Source: an optimization exercise on an open RTL-to-GDS flow (aim: small area and few clock cycles). Production flows keep margins and buffers that such runs may drop. The RTL was checked by simulation tests, not by an equivalence proof against the original design. No activity file was given, so power comes from the tool's default toggle rates.

## frame_codec
module frame_codec (
    input  wire        clk,
    input  wire        rst,
    input  wire        mode_wr,
    input  wire        mode_wdata,
    output wire        mode,
    input  wire        tx_valid,
    output wire        tx_ready,
    input  wire [15:0] tx_type,
    input  wire [15:0] tx_len,
    input  wire        txd_valid,
    output wire        txd_ready,
    input  wire [7:0]  txd_data,
    output wire        enc_valid,
    input  wire        enc_ready,
    output wire [7:0]  enc_data,
    output wire        enc_last,
    input  wire        rx_valid,
    input  wire [7:0]  rx_data,
    input  wire        rx_last,
    output wire        rxd_valid,
    output wire [7:0]  rxd_data,
    output wire        dec_done,
    output wire [2:0]  dec_status,
    output wire [15:0] dec_type,
    output wire [15:0] dec_len
);
Size: ~820 cells after synthesis, roughly 0.0082 mm^2 of cells after synthesis.
==> module fc_crc_byte, before the edit <==
module fc_crc_byte (
    input  wire [15:0] crc_in,
    input  wire [7:0]  d,
    output wire [15:0] crc_out
);
    function [15:0] crc16l_byte;
        input [15:0] crc;
        input [7:0]  b;
        integer i;
        reg [15:0] r;
        begin
            r = crc;
            for (i = 7; i >= 0; i = i - 1)
                r = {r[14:0], 1'b0} ^ ((r[15] ^ b[i]) ? 16'h1021 : 16'h0000);
            crc16l_byte = r;
        end
    endfunction
    assign crc_out = crc16l_byte(crc_in, d);
endmodule
==> module fc_encoder, before the edit <==
module fc_encoder (
    input  wire        clk,
    input  wire        rst,
    input  wire        mode,           
    input  wire        tx_valid,
    output wire        tx_ready,
    input  wire [15:0] tx_type,
    input  wire [15:0] tx_len,
    input  wire        txd_valid,
    output wire        txd_ready,
    input  wire [7:0]  txd_data,
    output wire        enc_valid,
    input  wire        enc_ready,
    output wire [7:0]  enc_data,
    output wire        enc_last
);
    localparam [3:0] S_IDLE = 4'd0,
                     S_SOF  = 4'd1,
                     S_H0   = 4'd2,
                     S_H1   = 4'd3,
                     S_H2   = 4'd4,
                     S_H3   = 4'd5,
                     S_PL   = 4'd6,
                     S_C0   = 4'd7,
                     S_C1   = 4'd8,
                     S_EOF  = 4'd9;
    reg [3:0]  state;
    reg        esc_phase;    
    reg [15:0] f_type;
    reg [15:0] cnt;          
    reg        f_mode;
    reg [15:0] acc;
    reg        c;            
    reg        p;            
    reg [7:0] dbyte;
    always @(*) begin
        case (state)
            S_H0:    dbyte = f_type[15:8];
            S_H1:    dbyte = f_type[7:0];
            S_H2:    dbyte = cnt[15:8];
            S_H3:    dbyte = cnt[7:0];
            S_PL:    dbyte = txd_data;
            default: dbyte = 8'h00;
        endcase
    end
    wire [7:0] a_hi = acc[15:8];
    wire [7:0] b_lo = acc[7:0];
    wire [7:0] s;
    wire       co;
    fc_ripple #(8) u_add (.a(a_hi), .b(dbyte), .ci(c), .s(s), .co(co));
    wire [15:0] crc_nx;
    fc_crc_byte u_crc (.crc_in(acc), .d(dbyte), .crc_out(crc_nx));
    wire       a_ff   = (a_hi == 8'hFF);
    wire       b_ff   = (b_lo == 8'hFF);
    wire       sel_b  = p && (state == S_C0);
    wire [7:0] inc_in = sel_b ? b_lo : a_hi;
    wire       inc_ci = sel_b ? (c && a_ff) : c;
    wire [7:0] inc_s;
    fc_ripple #(8) u_inc (.a(inc_in), .b(8'h00), .ci(inc_ci), .s(inc_s), .co());
    wire       around = !sel_b && c && a_ff && b_ff;
    wire [7:0] cs_raw = {inc_s[7:1], inc_s[0] | around};
    wire       is_cs  = (state == S_C0) || (state == S_C1);
    wire [7:0] cs_byte = cs_raw ^ {8{f_mode}};
    wire       is_flag  = (state == S_SOF) || (state == S_EOF) || (state == S_IDLE);
    wire [7:0] cur_byte = is_cs ? cs_byte : (is_flag ? 8'h7E : dbyte);
    wire needs_esc = !is_flag && (cur_byte == 8'h7E || cur_byte == 8'h7D);
    assign enc_valid = (state != S_IDLE) && (state != S_PL || txd_valid);
    assign enc_data  = needs_esc ? (esc_phase ? (cur_byte ^ 8'h20) : 8'h7D) : cur_byte;
    assign enc_last  = (state == S_EOF);
    wire fire      = enc_valid && enc_ready;
    wire byte_done = fire && (!needs_esc || esc_phase);
    assign tx_ready  = (state == S_IDLE);
    assign txd_ready = (state == S_PL) && enc_ready && (!needs_esc || esc_phase);
    wire is_data   = (state == S_H0 || state == S_H1 || state == S_H2 ||
                      state == S_H3 || state == S_PL);
    wire sum_step  = byte_done && ((is_data && f_mode) || (state == S_C0 && !p));
    wire crc_step  = byte_done && is_data && !f_mode;
    always @(posedge clk) begin
        if (state == S_IDLE) begin
            acc <= 16'h0000;
            c   <= 1'b0;
            p   <= 1'b0;
        end else if (sum_step) begin
            acc <= {b_lo, s};
            c   <= co;
            p   <= ~p;
        end else if (crc_step) begin
            acc <= crc_nx;
        end
    end
    always @(posedge clk) begin
        if (rst) begin
            state     <= S_IDLE;
            esc_phase <= 1'b0;
        end else begin
            if (fire && needs_esc && !esc_phase)
                esc_phase <= 1'b1;
            else if (byte_done)
                esc_phase <= 1'b0;
            case (state)
                S_IDLE: if (tx_valid) begin
                    f_type <= tx_type;
                    cnt    <= tx_len;
                    f_mode <= mode;
                    state  <= S_SOF;
                end
                S_SOF: if (byte_done) state <= S_H0;
                S_H0:  if (byte_done) state <= S_H1;
                S_H1:  if (byte_done) state <= S_H2;
                S_H2:  if (byte_done) state <= S_H3;
                S_H3:  if (byte_done) state <= (cnt == 16'd0) ? S_C0 : S_PL;
                S_PL:  if (byte_done) begin
                    cnt <= cnt - 16'd1;
                    if (cnt == 16'd1) state <= S_C0;
                end
                S_C0:  if (byte_done) state <= S_C1;
                S_C1:  if (byte_done) state <= S_EOF;
                S_EOF: if (byte_done) state <= S_IDLE;
                default: state <= S_IDLE;
            endcase
        end
    end
endmodule
clock: 7.0 ns
lec_check: 0
cap_margin: 20
core_margin: 2
core_utilization: 40
place_density: 0.6
slew_margin: 20
standard.sh (not shown) runs the stock make flow with config.mk's settings and CLKGATE_MAP_FILE= SYNTH_SCRIPT=/design/flow/synth_recipe.tcl, a recipe that flattens the netlist after the stock synthesis.
==> flow/flow/run.sh <==
#!/bin/bash
# Layout flow: the standard flow (standard.sh) with
#  - synthesis mapped by an area-oriented ABC script (flow/my_synth.tcl),
#  - port buffers of the smallest buffer cell,
#  - CTS with smaller clock buffers and no dummy loads.
# Each tool's output goes to a log file in this folder (ORFS's own logs
# stay under orfs/logs).
set -e
W=$(pwd)
sed "s#SYNTH_SCRIPT=[^ ]*#SYNTH_SCRIPT=$W/flow/my_synth.tcl#" standard.sh > my_standard.sh
export MY_ABC_SCRIPT=$W/flow/abc_area.script
export BUFFER_PORTS_ARGS="-buffer_cell sky130_fd_sc_hd__buf_1"
export CTS_ARGS="${CTS_ARGS_X:--sink_clustering_enable -repair_clock_nets -dont_use_dummy_load -buf_list sky130_fd_sc_hd__clkbuf_8}"
bash my_standard.sh > standard.log 2>&1
==> flow/flow/abc_area.script <==
strash
dc2
&get -n
&st
&dch
&nf -a
&put
topo
dnsize
==> flow/flow/my_synth.tcl <==
# synth_recipe.tcl with one change: Yosys's abc runs the area-oriented
# script in $MY_ABC_SCRIPT instead of ORFS's. Registers are mapped before
# abc, so they come out as in the standard synthesis.
proc synth {args} { yosys synth -nofsm -noshare {*}$args }
proc abc {args} {
  set i [lsearch $args -script]
  if {$i >= 0 && [info exists ::env(MY_ABC_SCRIPT)]} { lset args [expr {$i+1}] $::env(MY_ABC_SCRIPT) }
  yosys abc {*}$args
}
source $::env(SCRIPTS_DIR)/synth.tcl
# left out here: clear keep_hierarchy, flatten, clean up, hide names made inside functions, write 1_2_yosys.v
Testbench counts at the start, summed over its fixed seeds: cycles 22,351.
==> next run, changes <==
--- a/flow/design.v
+++ b/flow/design.v
@@ -1,23 +1,21 @@
 module fc_crc_byte (
     input  wire [15:0] crc_in,
     input  wire [7:0]  d,
     output wire [15:0] crc_out
 );
-    function [15:0] crc16l_byte;
-        input [15:0] crc;
-        input [7:0]  b;
-        integer i;
-        reg [15:0] r;
-        begin
-            r = crc;
-            for (i = 7; i >= 0; i = i - 1)
-                r = {r[14:0], 1'b0} ^ ((r[15] ^ b[i]) ? 16'h1021 : 16'h0000);
-            crc16l_byte = r;
+    wire [15:0] r [0:8];
+    assign r[0] = crc_in;
+    genvar i;
+    generate
+        for (i = 0; i < 8; i = i + 1) begin : g_step
+            wire fb = r[i][15] ^ d[7-i];
+            assign r[i+1] = {r[i][14:12], r[i][11] ^ fb, r[i][10:5], r[i][4] ^ fb,
+                             r[i][3:0], fb};
         end
-    endfunction
-    assign crc_out = crc16l_byte(crc_in, d);
+    endgenerate
+    assign crc_out = r[8];
 endmodule
 module fc_ripple #(parameter W = 8) (
     input  wire [W-1:0] a,
     input  wire [W-1:0] b,
     input  wire         ci,
@@ -61,21 +59,18 @@
                      S_C0   = 4'd7,
                      S_C1   = 4'd8,
                      S_EOF  = 4'd9;
     reg [3:0]  state;
     reg        esc_phase;    
-    reg [15:0] f_type;
     reg [15:0] cnt;          
     reg        f_mode;
     reg [15:0] acc;
     reg        c;            
     reg        p;            
     reg [7:0] dbyte;
     always @(*) begin
         case (state)
-            S_H0:    dbyte = f_type[15:8];
-            S_H1:    dbyte = f_type[7:0];
             S_H2:    dbyte = cnt[15:8];
             S_H3:    dbyte = cnt[7:0];
             S_PL:    dbyte = txd_data;
             default: dbyte = 8'h00;
         endcase
@@ -97,11 +92,17 @@
     wire       around = !sel_b && c && a_ff && b_ff;
     wire [7:0] cs_raw = {inc_s[7:1], inc_s[0] | around};
     wire       is_cs  = (state == S_C0) || (state == S_C1);
     wire [7:0] cs_byte = cs_raw ^ {8{f_mode}};
     wire       is_flag  = (state == S_SOF) || (state == S_EOF) || (state == S_IDLE);
-    wire [7:0] cur_byte = is_cs ? cs_byte : (is_flag ? 8'h7E : dbyte);
+    wire [7:0] tfix = {b_lo[3], b_lo[2], b_lo[1], b_lo[0] ^ b_lo[2] ^ b_lo[7],
+                       b_lo[1] ^ b_lo[6], b_lo[0] ^ b_lo[5], b_lo[4], b_lo[3]};
+    wire       t_crc1   = (state == S_H1) && !f_mode;
+    wire       is_type  = (state == S_H0) || (state == S_H1);
+    wire [7:0] type_byte = a_hi ^ (tfix & {8{t_crc1}});
+    wire [7:0] cur_byte = is_cs ? cs_byte : is_flag ? 8'h7E :
+                          is_type ? type_byte : dbyte;
     wire needs_esc = !is_flag && (cur_byte == 8'h7E || cur_byte == 8'h7D);
     assign enc_valid = (state != S_IDLE) && (state != S_PL || txd_valid);
     assign enc_data  = needs_esc ? (esc_phase ? (cur_byte ^ 8'h20) : 8'h7D) : cur_byte;
     assign enc_last  = (state == S_EOF);
     wire fire      = enc_valid && enc_ready;
@@ -112,11 +113,11 @@
                       state == S_H3 || state == S_PL);
     wire sum_step  = byte_done && ((is_data && f_mode) || (state == S_C0 && !p));
     wire crc_step  = byte_done && is_data && !f_mode;
     always @(posedge clk) begin
         if (state == S_IDLE) begin
-            acc <= 16'h0000;
+            acc <= tx_type;
             c   <= 1'b0;
             p   <= 1'b0;
         end else if (sum_step) begin
             acc <= {b_lo, s};
             c   <= co;
@@ -134,11 +135,10 @@
                 esc_phase <= 1'b1;
             else if (byte_done)
                 esc_phase <= 1'b0;
             case (state)
                 S_IDLE: if (tx_valid) begin
-                    f_type <= tx_type;
                     cnt    <= tx_len;
                     f_mode <= mode;
                     state  <= S_SOF;
                 end
                 S_SOF: if (byte_done) state <= S_H0;
Effect: Count of clock-buffer cells in the layout does not change. Design area decreases by 2.3%. Via count decreases by 0.82%. Hold slack got worse by 0.0078 ns. Sequential share of layout area decreases by 2.5 points. Clock power decreases by 4.4%. Fmax rises by 1.7%.
Testbench counts after the change, summed over its fixed seeds: cycles 22,351.

---

== build 11 ==
frame_codec, a different RTL version from the one above (not shown whole).
For scale: about 120 I/O pins, roughly 0.0079 mm² of cells after synthesis.
// frame_codec
module frame_codec (
    input  wire        clk,
    input  wire        rst,
    input  wire        mode_wr,
    input  wire        mode_wdata,
    output wire        mode,
    input  wire        tx_valid,
    output wire        tx_ready,
    input  wire [15:0] tx_type,
    input  wire [15:0] tx_len,
    input  wire        txd_valid,
    output wire        txd_ready,
    input  wire [7:0]  txd_data,
    output wire        enc_valid,
    input  wire        enc_ready,
    output wire [7:0]  enc_data,
    output wire        enc_last,
    input  wire        rx_valid,
    input  wire [7:0]  rx_data,
    input  wire        rx_last,
    output wire        rxd_valid,
    output wire [7:0]  rxd_data,
    output wire        dec_done,
    output wire [2:0]  dec_status,
    output wire [15:0] dec_type,
    output wire [15:0] dec_len
);
Settings: LEC_CHECK=0, CAP_MARGIN=20, CORE_MARGIN=2, CORE_UTILIZATION=40, PLACE_DENSITY=0.6, SLEW_MARGIN=20; clock period 7.0 ns.
==> flow/flow/run.sh <==
#!/bin/bash
# Layout flow: the standard flow (standard.sh) with
#  - synthesis mapped by several area-oriented ABC scripts, keeping the
#    smallest netlist (flow/my_synth.tcl, flow/s*.script),
#  - port buffers of the smallest buffer cell,
#  - CTS with clkbuf_8 clock buffers and no dummy loads.
# Each tool's output goes to a log file in this folder (ORFS's own logs
# stay under orfs/logs).
set -e
W=$(pwd)
sed "s#SYNTH_SCRIPT=[^ ]*#SYNTH_SCRIPT=$W/flow/my_synth.tcl#" standard.sh > my_standard.sh
export MY_ABC_SCRIPTS="$(ls $W/flow/s*.script | tr '\n' ' ')"
export BUFFER_PORTS_ARGS="-buffer_cell sky130_fd_sc_hd__buf_1"
export CTS_ARGS="-sink_clustering_enable -repair_clock_nets -dont_use_dummy_load -buf_list sky130_fd_sc_hd__clkbuf_8"
bash my_standard.sh > standard.log 2>&1
Other scripts of this flow, unchanged in this note and not shown: flow/flow/my_synth.tcl, flow/flow/s01.script, flow/flow/s02.script, flow/flow/s03.script, flow/flow/s04.script, flow/flow/s05.script, flow/flow/s06.script, flow/flow/s07.script, flow/flow/s08.script, flow/flow/s09.script, flow/flow/s10.script, flow/flow/s11.script, flow/flow/s12.script, flow/flow/s13.script, flow/flow/s14.script, flow/flow/s15.script
Testbench counts of build 11, summed over its fixed seeds: cycles 22,351.
Inputs modified between build 11 and trial 63:
-- flow/design.v --
<<< build 11, line 146
                S_H1:  if (byte_done) state <= S_H2;
                S_H2:  if (byte_done) state <= S_H3;
                S_H3:  if (byte_done) begin
                    cnt <= cnt - 16'd1;
                    state <= (cnt == 16'd0) ? S_C0 : S_PL;
                end
                S_PL:  if (byte_done) begin
                    cnt <= cnt - 16'd1;
                    if (cnt == 16'd0) state <= S_C0;
                end
                S_C0:  if (byte_done) state <= S_C1;
>>> trial 63, line 146
                S_H1:  if (byte_done) state <= S_H2;
                S_H2:  if (byte_done) state <= S_H3;
                S_H3:  if (byte_done) state <= (cnt == 16'd0) ? S_C0 : S_PL;
                S_PL:  if (byte_done) begin
                    cnt <= cnt - 16'd1;
                    if (cnt == 16'd1) state <= S_C0;
                end
                S_C0:  if (byte_done) state <= S_C1;
<<< build 11, line 201
    reg        c0;             
    reg        c8;             
    reg        bad;            
    wire [1:0] ph          = first ? P_HUNT : phase;
>>> trial 63, line 198
    reg        c0;             
    reg        c8;             
    reg        lo;             
    reg        bad;            
    wire [1:0] ph          = first ? P_HUNT : phase;
<<< build 11, line 218
    wire [15:0] crc_nx;
    fc_crc_byte u_crc (.crc_in(crc), .d(u_data), .crc_out(crc_nx));
    wire        lo   = hdr ? pos[0] : (f_len[0] ^ cnt[0]);
    wire        w_lo = cs1 || (lo && !cs0);
    wire [7:0]  w_l  = u_data & {8{w_lo}};
>>> trial 63, line 216
    wire [15:0] crc_nx;
    fc_crc_byte u_crc (.crc_in(crc), .d(u_data), .crc_out(crc_nx));
    wire        w_lo = cs1 || (lo && !cs0);
    wire [7:0]  w_l  = u_data & {8{w_lo}};
<<< build 11, line 282
            c0  <= 1'b0;
            c8  <= 1'b0;
        end else if (take) begin
            crc <= crc_nx;
>>> trial 63, line 279
            c0  <= 1'b0;
            c8  <= 1'b0;
            lo  <= 1'b0;
        end else if (take) begin
            crc <= crc_nx;
<<< build 11, line 287
            c0  <= c0_nx;
            c8  <= c8_nx;
            if (!in_pl)
                pos <= pos + 3'd1;
>>> trial 63, line 285
            c0  <= c0_nx;
            c8  <= c8_nx;
            lo  <= ~lo;
            if (!in_pl)
                pos <= pos + 3'd1;
Results
- NOTE count of nets after finishing build 11->trial 63 increased slightly
- Between trial 63 and build 11, it is trial 63 whose met2 global-route usage is lower, by 1.5 points.
- In trial 63, the first-iteration DRC count came out 34% above the value in build 11.
- Comparing trial 63 and build 11, synthesis-to-finish area growth is higher on trial 63.
- Trial 63 against build 11: slew of the pin with the lowest slew margin higher, unique cell type count in the Yosys netlist lower.
- Between trial 63 and build 11, the final wirelength figures differ only marginally.
- Post-synthesis instance area, trial 63 and build 11, lower one = build 11.
Testbench counts of trial 63, summed over its fixed seeds: cycles 22,351.

==> static timing again, ports no longer ideal <==
No port has a modelled driver above. Below, the same layouts with a new extraction and two added sets of constraints. Step 1 assumes that a clkbuf_16 drives the clock port and a buf_2 every other input. Step 2 adds t to the input delays and takes it off the output delays; t is the mean of the earliest and latest rising clock arrival at the registers after step 1. Input paths then give back, and output paths get back, about the clock's delay inside the block. Slacks: ideal / step 1 / step 2; pairs: ideal / step 1.
run | t (ns) | setup slack, ns | worst hold slack (ns) | worst setup path after step 2 | cell pins on the clock port's net
the first run of note 1 | 0.466 | 0.823 / 0.784 / 1.250 | 0.461 / 0.461 / 0.461 | register to output | 1
the second run of note 1 | 0.473 | 0.924 / 0.885 / 1.357 | 0.453 / 0.453 / 0.453 | register to output | 1
build 11 | 0.494 | 0.640 / 0.599 / 1.093 | 0.498 / 0.498 / 0.498 | register to output | 1
trial 63 | 0.489 | 0.798 / 0.755 / 1.244 | 0.471 / 0.471 / 0.471 | register to output | 1
After both steps setup and hold are still met in every run listed.
